From an optimization exercise on the open Yosys and OpenROAD flow, aimed at small area, a short achievable clock period and few clock cycles per item; shortcuts taken in it are not production practice. Where RTL was checked, it was by simulation tests only, not by an equivalence proof against the original.

## indigo
Design sha256_engine, start of the top module:
module sha256_engine (
    input  wire         clk,
    input  wire         rst,         
    input  wire         start,       
    input  wire [15:0]  msg_len,     
    input  wire         in_valid,
    output reg          in_ready,
    input  wire [31:0]  in_data,
    output reg          busy,
    output reg          done,
    output wire [255:0] digest
);
clock: 10.0 ns
lec_check: 0
cap_margin: 20
core_margin: 2
core_utilization: 40
place_density: 0.6
slew_margin: 20
standard.sh (not shown) runs the stock make flow with config.mk's settings and CLKGATE_MAP_FILE= SYNTH_SCRIPT=/design/flow/synth_recipe.tcl, a recipe that flattens the netlist after the stock synthesis.
==> flow/flow/run.sh <==
#!/bin/bash
# Standard layout, with a tighter setup target for timing repair and the
# smallest buffer on the ports. Each tool's output goes to the ORFS logs
# under orfs/logs; make's own output goes to make.log here.
set -euo pipefail
bash standard.sh SETUP_SLACK_MARGIN=6 "BUFFER_PORTS_ARGS=-buffer_cell sky130_fd_sc_hd__buf_1" finish > make.log 2>&1
Testbench counts of indigo, summed over its fixed seeds: cycles 216,073, items 960.
Inputs modified between indigo and ember:
- setting SETUP_SLACK_MARGIN to 5 for the first time
==> flow/run.sh (new file) <==
#!/bin/bash
# synth_recipe.tcl (not shown) runs the flow's synth.tcl, then flattens the netlist and writes it again
# the make line also repeats each setting of config.mk as NAME=value (left out here)
make -C /OpenROAD-flow-scripts/flow DESIGN_CONFIG=/design/flow/config.mk WORK_HOME=/design/flow/orfs CLKGATE_MAP_FILE= SYNTH_SCRIPT=/design/flow/synth_recipe.tcl finish
removed: flow/flow/run.sh
removed: flow/standard.sh
Results
Both conditions hold for ember: the flow ran to the end and the final layout passed the timing, DRC and antenna checks.
Compared with indigo, ember shows a lower wire length on met3.
Taking indigo as the reference, in ember clock network contribution to total cell area neither gained nor lost much, critical path depth has decreased, final cell count decreased by 2.0% relative to the old numbers.
Going from indigo to ember, vias after detailed routing lost 1770; utilization now smaller; global-route usage went down by 1.4 points; worst setup slack now smaller.
What zinc does differently from ember at the input level:
- PLACE_DENSITY: 0.6 -> 0.88
- CORE_UTILIZATION: 40 -> 75
- CTS_CLUSTER_DIAMETER: unset -> 100
- CTS_BUF_LIST: unset -> sky130_fd_sc_hd__clkbuf_8
- CTS_CLUSTER_SIZE: unset -> 25
==> flow/flow/run.sh (new file) <==
#!/bin/bash
# Standard layout (the standard.sh), with the smallest buffer on the
# ports. Per-step tool logs land in orfs/logs; make's output is in make.log.
set -euo pipefail
bash standard.sh "BUFFER_PORTS_ARGS=-buffer_cell sky130_fd_sc_hd__buf_1" finish > make.log 2>&1
==> flow/standard.sh (new file) <==
#!/bin/bash
# synth_recipe.tcl (not shown) runs the flow's synth.tcl, then flattens the netlist and writes it again
# the make line also repeats each setting of config.mk as NAME=value (left out here)
make -C /OpenROAD-flow-scripts/flow DESIGN_CONFIG=/design/flow/config.mk WORK_HOME=/design/flow/orfs CLKGATE_MAP_FILE= SYNTH_SCRIPT=/design/flow/synth_recipe.tcl "${@:-finish}"
removed: flow/run.sh
==> comparison <==
For zinc, the flow was terminated by a tool error in global routing (5_1_grt) and produced no final design. The lower die span in x of ember and zinc is in zinc. Against ember, zinc reports a cell count after placement that is lower. The run showing the greater floorplan row count is ember. Of ember and zinc, the lower cell area reported after detailed placement belongs to zinc. Measured against each other, ember and zinc differ in number of cells upsized or downsized after cts, the lower figure coming from ember. Diff ember and zinc: number of buffers added by the clock tree synthesis step lower in zinc.

---

sha256_engine, a different RTL version from the one above (not shown whole).
Size: ~5200 cells after synthesis, ~1100 flip-flops, roughly 310 I/O pins.
make LEC_CHECK=0 ABC_CLOCK_PERIOD_IN_PS=4000 CAP_MARGIN=20 CORE_MARGIN=2 CORE_UTILIZATION=40 PLACE_DENSITY=0.6 SLEW_MARGIN=20 finish   # period 10.0 ns
run.sh (not shown) runs the stock make flow with config.mk's settings and CLKGATE_MAP_FILE= SYNTH_SCRIPT=/design/flow/synth_recipe.tcl, a recipe that flattens the netlist after the stock synthesis.
Stock flow here: none of the scripts above is used.
Rerun with:
Settings changed: ABC_CLOCK_PERIOD_IN_PS 4000 to default.
What happened:
- worst setup slack stays the same
- hold slack is unchanged
- core utilization is unchanged
- global-route usage does not change
- count of clock-buffer cells in the layout stays the same
- maximum frequency is unchanged
- non-clock buffer count is unchanged
- routed wire length does not change
- clock skew stays the same
- critical path depth stays the same
No functional check of the RTL was part of any run of this note.

---

oak:
sha256_engine, a different RTL version from the one above (not shown whole).
For scale: roughly 5100 cells after synthesis, about 1100 flip-flops, about 310 I/O pins.
clock: 10.0 ns
lec_check: 0
cap_margin: 20
core_margin: 2
core_utilization: 40
place_density: 0.6
setup_slack_margin: 5
slew_margin: 20
oak ended with every stage complete and zero timing, DRC or antenna violations.
Testbench counts of oak, summed over its fixed seeds: cycles 216,073, items 960.
Input-level comparison between pine and oak:
-- flow/config.mk --
<<< oak, line 10
export CORE_UTILIZATION = 40
export PLACE_DENSITY = 0.6
>>> pine, line 10
export CORE_UTILIZATION = 60
export PLACE_DENSITY = 0.75
[summary]
oak → pine: setup slack now sits lower, post-cts resize count now sits lower, total global routing track utilization now sits higher.
[inputs] birch vs pine
-- flow/config.mk --
<<< pine, line 10
export CORE_UTILIZATION = 60
export PLACE_DENSITY = 0.75
>>> birch, line 10
export CORE_UTILIZATION = 40
export CTS_BUF_LIST = sky130_fd_sc_hd__clkbuf_4 sky130_fd_sc_hd__clkbuf_8
export PLACE_DENSITY = 0.6
### Flow results
pine -> birch: clock-buffer cell count increased by more than 100%
Compared to pine, birch has deepest level of the CTS H-tree 1 higher.
Taking pine as the reference, in birch half-perimeter wire length after detailed placement picked up an extra 6.9%, signal arrival time at the worst endpoint saw an increase.
The inputs of maple differ from those of birch as listed below.
-- flow/config.mk --
<<< birch, line 11
export CTS_BUF_LIST = sky130_fd_sc_hd__clkbuf_4 sky130_fd_sc_hd__clkbuf_8
>>> maple, line 11
<<< birch, line 13
export SETUP_SLACK_MARGIN = 5
>>> maple, line 12
export SETUP_SLACK_MARGIN = 4.5
Notes after the runs:
Delta (maple minus birch): post-route core utilization went down 1.4 points; worst hold slack increased by 0.017 ns relative to the old numbers; post-synthesis to final-layout area growth now sits lower.
#### Input delta (cedar over maple)
-- flow/config.mk --
<<< maple, line 8
>>> cedar, line 8
export ABC_AREA = 1
<<< maple, line 12
export SETUP_SLACK_MARGIN = 4.5
>>> cedar, line 13
export SETUP_SLACK_MARGIN = 5
[summary]
Side by side, final critical-path required period turned out lower in cedar than in maple.
In terms of core utilization, maple and cedar differ only marginally.
Going from maple to cedar, count of placed standard cells in the final layout, fillers left out grew by about 20%, via count grew by 7163, critical path depth in cells grew by 1, gate count of the mapped netlist grew by 1365.

---

Another version of the RTL of sha256_engine (not shown whole).
Size in the first run: about 1100 flip-flops, roughly 50000 sq um of cells after synthesis.
export LEC_CHECK = 0
export CAP_MARGIN = 20
export CORE_MARGIN = 2
export CORE_UTILIZATION = 40
export CTS_CLUSTER_DIAMETER = 100
export CTS_CLUSTER_SIZE = 25
export PLACE_DENSITY = 0.6
export SETUP_SLACK_MARGIN = 5
export SLEW_MARGIN = 20
export TNS_END_PERCENT = 0
create_clock -name core_clock -period 10.0 [get_ports {clk}]
standard.sh (not shown) runs the stock make flow with config.mk's settings and CLKGATE_MAP_FILE= SYNTH_SCRIPT=/design/flow/synth_recipe.tcl, a recipe that flattens the netlist after the stock synthesis.
==> flow/flow/run.sh <==
#!/bin/bash
# The standard layout (standard.sh) with two changes: Yosys's synth runs
# without its internal pre-mapping ABC pass (-noabc), so the full adders are
# extracted from the plain gate netlist without polarity inverters; and the
# ports get the smallest buffer. Registers are unchanged. Per-step tool logs
# are in orfs/logs; make's output is in make.log here.
set -euo pipefail
bash standard.sh SYNTH_ARGS=-noabc "BUFFER_PORTS_ARGS=-buffer_cell sky130_fd_sc_hd__buf_1" finish > make.log 2>&1
The baseline went through all stages and came out clean.
Testbench counts at the start, summed over its fixed seeds: cycles 216,073, items 960.
Edit:
TNS_END_PERCENT = default   (was 0)
=>
- The changed run finished clean
- synthesized cell count stays the same
- setup slack is worse by 0.038 ns
- cell count hardly moves
- fmax falls by 0.75%

---

RTL: one of the versions met above, not the one the previous note started from.
For scale: ~5,100 cells after synthesis, ~1,100 flip-flops, about 310 I/O pins, roughly 52,000 um2 of cells after synthesis.
export LEC_CHECK = 0
export CAP_MARGIN = 20
export CORE_MARGIN = 2
export CORE_UTILIZATION = 40
export PLACE_DENSITY = 0.6
export SETUP_SLACK_MARGIN = 5
export SLEW_MARGIN = 20
create_clock -name core_clock -period 10.0 [get_ports {clk}]
==> flow/flow/run.sh <==
#!/bin/bash
# Standard layout (the standard.sh), with the smallest buffer on the
# ports. Per-step tool logs land in orfs/logs; make's output is in make.log.
set -euo pipefail
bash standard.sh "BUFFER_PORTS_ARGS=-buffer_cell sky130_fd_sc_hd__buf_1" finish > make.log 2>&1
Testbench counts at the start, summed over its fixed seeds: cycles 216,073, items 960.
Rerun with:
==> flow/flow/run.sh (replaced) <==
#!/bin/bash
# The standard layout (standard.sh) with two changes: Yosys's synth runs
# without its internal pre-mapping ABC pass (-noabc), so the full adders are
# extracted from the plain gate netlist without polarity inverters; and the
# ports get the smallest buffer. Registers are unchanged. Per-step tool logs
# are in orfs/logs; make's output is in make.log here.
set -euo pipefail
bash standard.sh SYNTH_ARGS=-noabc "BUFFER_PORTS_ARGS=-buffer_cell sky130_fd_sc_hd__buf_1" finish > make.log 2>&1
Settings changed: CORE_UTILIZATION 40 to 60, CTS_CLUSTER_DIAMETER from default to 100, CTS_CLUSTER_SIZE from default to 25, PLACE_DENSITY 0.6 to 0.75.
The changed run completed with no timing, DRC or antenna violations.
Cell count shrinks by 15%.
Maximum frequency grows by 1.0%.
Die area shrinks by 34%.
Wire length shrinks by 8.6%.
Rerun with:
==> flow/flow/run.sh (replaced) <==
#!/bin/bash
# Standard layout, but synthesis leaves full adders to ABC instead of mapping
# them to the library's adder cells. Tool output: orfs/logs (per step) and
# make.log here.
set -euo pipefail
bash standard.sh ADDER_MAP_FILE= finish > make.log 2>&1
Settings changed: CORE_UTILIZATION 60 to 40, CTS_CLUSTER_DIAMETER 100 to default, CTS_CLUSTER_SIZE 25 to default, PLACE_DENSITY 0.75 to 0.6.
What happened:
- The new run finished with timing, DRC and antenna clean
- cell count came out higher by 41%
- area after synthesis rises by 13%
- sequential share of layout area came out lower by 8.8 points
- via count rose by 31%
- hold slack improves by 0.0032 ns
- clock-buffer cell count came out higher by 77

---

sha256_engine again, from the RTL that the note above started with.
export LEC_CHECK = 0
export CAP_MARGIN = 20
export CORE_MARGIN = 2
export CORE_UTILIZATION = 40
export CTS_CLUSTER_DIAMETER = 100
export CTS_CLUSTER_SIZE = 25
export PLACE_DENSITY = 0.6
export SETUP_SLACK_MARGIN = 5
export SLEW_MARGIN = 20
create_clock -name core_clock -period 10.0 [get_ports {clk}]
==> flow/flow/run.sh <==
#!/bin/bash
# Standard layout (the standard.sh), with the smallest buffer on the
# ports. Per-step tool logs land in orfs/logs; make's output is in make.log.
set -euo pipefail
bash standard.sh "BUFFER_PORTS_ARGS=-buffer_cell sky130_fd_sc_hd__buf_1" finish > make.log 2>&1
Testbench counts at the start, summed over its fixed seeds: cycles 216,073, items 960.
Edit:
==> flow/run.sh (new file) <==
#!/bin/bash
# synth_recipe.tcl (not shown) runs the flow's synth.tcl, then flattens the netlist and writes it again
# the make line also repeats each setting of config.mk as NAME=value (left out here)
make -C /OpenROAD-flow-scripts/flow DESIGN_CONFIG=/design/flow/config.mk WORK_HOME=/design/flow/orfs CLKGATE_MAP_FILE= SYNTH_SCRIPT=/design/flow/synth_recipe.tcl finish
removed: flow/flow/run.sh
removed: flow/standard.sh
Non-clock buffer count came out higher by 30.
Via count went down by about 0.35%.
Routed wire length grows by 0.62%.
Cell count increases by 0.31%.
Design area increases by about 4%.
Die area does not change.
Global-route usage hardly moves.

---

## the reference run
Another version of the RTL of sha256_engine (not shown whole).
For scale: ~5100 cells after synthesis, ~310 I/O pins, about 53000 sq um of cells after synthesis.
==> flow/config.mk <==
export PLATFORM = sky130hd
export DESIGN_NAME = sha256_engine
export DESIGN_NICKNAME = sha256_engine
export VERILOG_FILES = /design/flow/design.v
export SDC_FILE = /design/flow/constraint.sdc
export NUM_CORES = 4
export LEC_CHECK = 0
export CAP_MARGIN = 20
export CORE_MARGIN = 2
export CORE_UTILIZATION = 40
export PLACE_DENSITY = 0.6
export SETUP_SLACK_MARGIN = 4.5
export SLEW_MARGIN = 20
==> flow/constraint.sdc <==
create_clock -name core_clock -period 10.0 [get_ports {clk}]
set_input_delay 2.0000 -clock core_clock [delete_from_list [all_inputs] [get_ports {clk}]]
set_output_delay 2.0000 -clock core_clock [all_outputs]
set_load 0.01 [all_outputs]
run.sh (not shown) runs the stock make flow with config.mk's settings and CLKGATE_MAP_FILE= SYNTH_SCRIPT=/design/flow/synth_recipe.tcl, a recipe that flattens the netlist after the stock synthesis.
Stock flow here: none of the scripts above is used.
The reference run ran to completion and came out clean on the timing, DRC and antenna checks.
Edits applied to the flow inputs when going from the reference run to the trial run:
- clearing SETUP_SLACK_MARGIN, which used to be 4.5
### Flow results
The trial run reached the end of the flow, and the finished layout is clean on the timing, DRC and antenna checks.
Both conditions hold for the reference run: the flow ran to the end and the final layout passed the timing, DRC and antenna checks.
Compared with the reference run, in the trial run clock skew essentially unchanged; utilization saw a decrease.
The reference run and the trial run ended up with nearly the same sequential standard cell area.
Going from the reference run to the trial run, wire length the detailed router placed on met1 shrank slightly.
Function was not checked in any run of this note: the RTL went through the layout flow alone.

---

sha256_engine with an RTL version that a note above also has.
Size: ~5100 cells after synthesis, about 1100 flip-flops, about 52000 um2 of cells after synthesis.
## sha256_engine
module sha256_engine (
    input  wire         clk,
    input  wire         rst,         
    input  wire         start,       
    input  wire [15:0]  msg_len,     
    input  wire         in_valid,
    output reg          in_ready,
    input  wire [31:0]  in_data,
    output reg          busy,
    output reg          done,
    output wire [255:0] digest
);
    reg [31:0] R [0:15];         
    reg [31:0] a, b, c, d, e, f, g, h;
    reg [31:0] HA0, HA1, HA2, HA3, HE0, HE1, HE2, HE3;
    reg        first;            
    reg        running;          
    reg        grp;              
    reg [6:0]  rv;               
    reg [3:0]  pos;              
    reg [4:0]  nrx;              
    reg        lastf;            
    reg [14:0] wleft;            
    reg [1:0]  lrem;             
    reg        p80;              
    reg [15:0] len;
    assign digest = {HA0, HA1, HA2, HA3, HE0, HE1, HE2, HE3};
    reg [31:0] k_nx;
    always @(*) begin
        case (rv[5:0])
  ...
clock: 10.0 ns
lec_check: 0
cap_margin: 20
core_margin: 2
core_utilization: 40
cts_cluster_diameter: 80
cts_cluster_size: 30
place_density: 0.6
setup_slack_margin: 5
slew_margin: 20
Testbench counts at the start, summed over its fixed seeds: cycles 216,073, items 960.
Then changed:
==> flow/flow/run.sh (new file) <==
#!/bin/bash
# The standard layout (standard.sh) with two changes: Yosys's synth runs
# without its internal pre-mapping ABC pass (-noabc), so the full adders are
# extracted from the plain gate netlist without polarity inverters; and the
# ports get the smallest buffer. Registers are unchanged. Per-step tool logs
# are in orfs/logs; make's output is in make.log here.
set -euo pipefail
bash standard.sh SYNTH_ARGS=-noabc "BUFFER_PORTS_ARGS=-buffer_cell sky130_fd_sc_hd__buf_1" finish > make.log 2>&1
==> flow/standard.sh (new file) <==
#!/bin/bash
# synth_recipe.tcl (not shown) runs the flow's synth.tcl, then flattens the netlist and writes it again
# the make line also repeats each setting of config.mk as NAME=value (left out here)
make -C /OpenROAD-flow-scripts/flow DESIGN_CONFIG=/design/flow/config.mk WORK_HOME=/design/flow/orfs CLKGATE_MAP_FILE= SYNTH_SCRIPT=/design/flow/synth_recipe.tcl "${@:-finish}"
--- a/flow/config.mk
+++ b/flow/config.mk
@@ -11,2 +11,2 @@
-export CTS_CLUSTER_DIAMETER = 80
-export CTS_CLUSTER_SIZE = 30
+export CTS_CLUSTER_DIAMETER = 100
+export CTS_CLUSTER_SIZE = 25
removed: flow/run.sh
=> Maximum frequency grows by about 4%. Final area shrinks by about 7.5%. Die area shrinks by 2.2%. Setup slack is better by 190 ps. Utilization shrinks by 2.7 points. Wire length shrinks by about 3%.

## re-timing with driven ports
The results above use ideal ports. As a check the final layouts listed here were re-extracted and re-timed, cells and wires unchanged.
Step 1 assumes that a clkbuf_16 drives the clock port and a buf_2 every other input.
Step 2 times the ports against the registers' clock, not the clock port: input delays grow and output delays shrink by t, the midpoint of the rising clock arrivals with the driver on.
Slacks: ideal / step 1 / step 2; pairs: ideal / step 1.
| run | t, ns | slack for setup (ns) | hold WS [ns] | worst register clock-pin slew, ns | cell pins on the clock port's net |
|---|---|---|---|---|---|
| indigo | 0.830 | 5.059 / 5.059 / 5.059 | 0.257 / 0.257 / 0.257 | 0.07 / 0.07 | 1 |
| ember | 0.822 | 4.956 / 4.956 / 4.340 | 0.319 / 0.319 / 0.319 | 0.07 / 0.07 | 1 |
| the first run of note 2 | 0.818 | 3.394 / 3.394 / 3.394 | 0.303 / 0.303 / 0.303 | 0.07 / 0.07 | 1 |
| the second run of note 2 | 0.818 | 3.394 / 3.394 / 3.394 | 0.303 / 0.303 / 0.303 | 0.07 / 0.07 | 1 |
| oak | 0.829 | 5.004 / 5.004 / 4.427 | 0.315 / 0.315 / 0.315 | 0.08 / 0.08 | 1 |
| pine | 0.773 | 5.000 / 4.976 / 4.525 | 0.311 / 0.311 / 0.311 | 0.07 / 0.07 | 1 |
| birch | 0.996 | 5.011 / 5.011 / 4.331 | 0.300 / 0.300 / 0.300 | 0.09 / 0.09 | 1 |
| maple | 0.827 | 4.509 / 4.509 / 4.220 | 0.318 / 0.318 / 0.318 | 0.08 / 0.08 | 1 |
| cedar | 0.816 | 5.066 / 5.066 / 4.435 | 0.298 / 0.298 / 0.298 | 0.07 / 0.07 | 1 |
| the first run of note 4 | 0.766 | 4.988 / 4.988 / 4.663 | 0.291 / 0.291 / 0.291 | 0.11 / 0.11 | 1 |
| the second run of note 4 | 0.760 | 4.950 / 4.950 / 4.816 | 0.314 / 0.314 / 0.314 | 0.11 / 0.11 | 1 |
| the first run of note 5 | 0.829 | 4.964 / 4.964 / 4.616 | 0.260 / 0.260 / 0.260 | 0.07 / 0.07 | 1 |
| the second run of note 5 | 0.744 | 5.013 / 5.013 / 4.820 | 0.316 / 0.316 / 0.316 | 0.11 / 0.11 | 1 |
| the third run of note 5 | 0.835 | 4.890 / 4.890 / 4.304 | 0.319 / 0.319 / 0.319 | 0.08 / 0.08 | 1 |
| the first run of note 6 | 0.772 | 4.983 / 4.983 / 4.598 | 0.284 / 0.284 / 0.284 | 0.11 / 0.11 | 1 |
| the second run of note 6 | 0.784 | 4.845 / 4.845 / 4.417 | 0.299 / 0.299 / 0.299 | 0.11 / 0.11 | 1 |
| the reference run | 0.835 | 4.491 / 4.491 / 3.845 | 0.295 / 0.295 / 0.295 | 0.07 / 0.07 | 1 |
| the trial run | 0.824 | 3.742 / 3.742 / 3.705 | 0.295 / 0.295 / 0.295 | 0.07 / 0.07 | 1 |
| the first run of note 8 | 0.799 | 4.866 / 4.866 / 4.429 | 0.308 / 0.308 / 0.308 | 0.12 / 0.12 | 1 |
| the second run of note 8 | 0.768 | 5.060 / 5.060 / 4.517 | 0.321 / 0.321 / 0.321 | 0.11 / 0.11 | 1 |
After both steps setup and hold are still met in every run listed. The setup slack of birch, which loses most, moves by 0.000 ns with the drivers and by -0.680 ns with both steps.
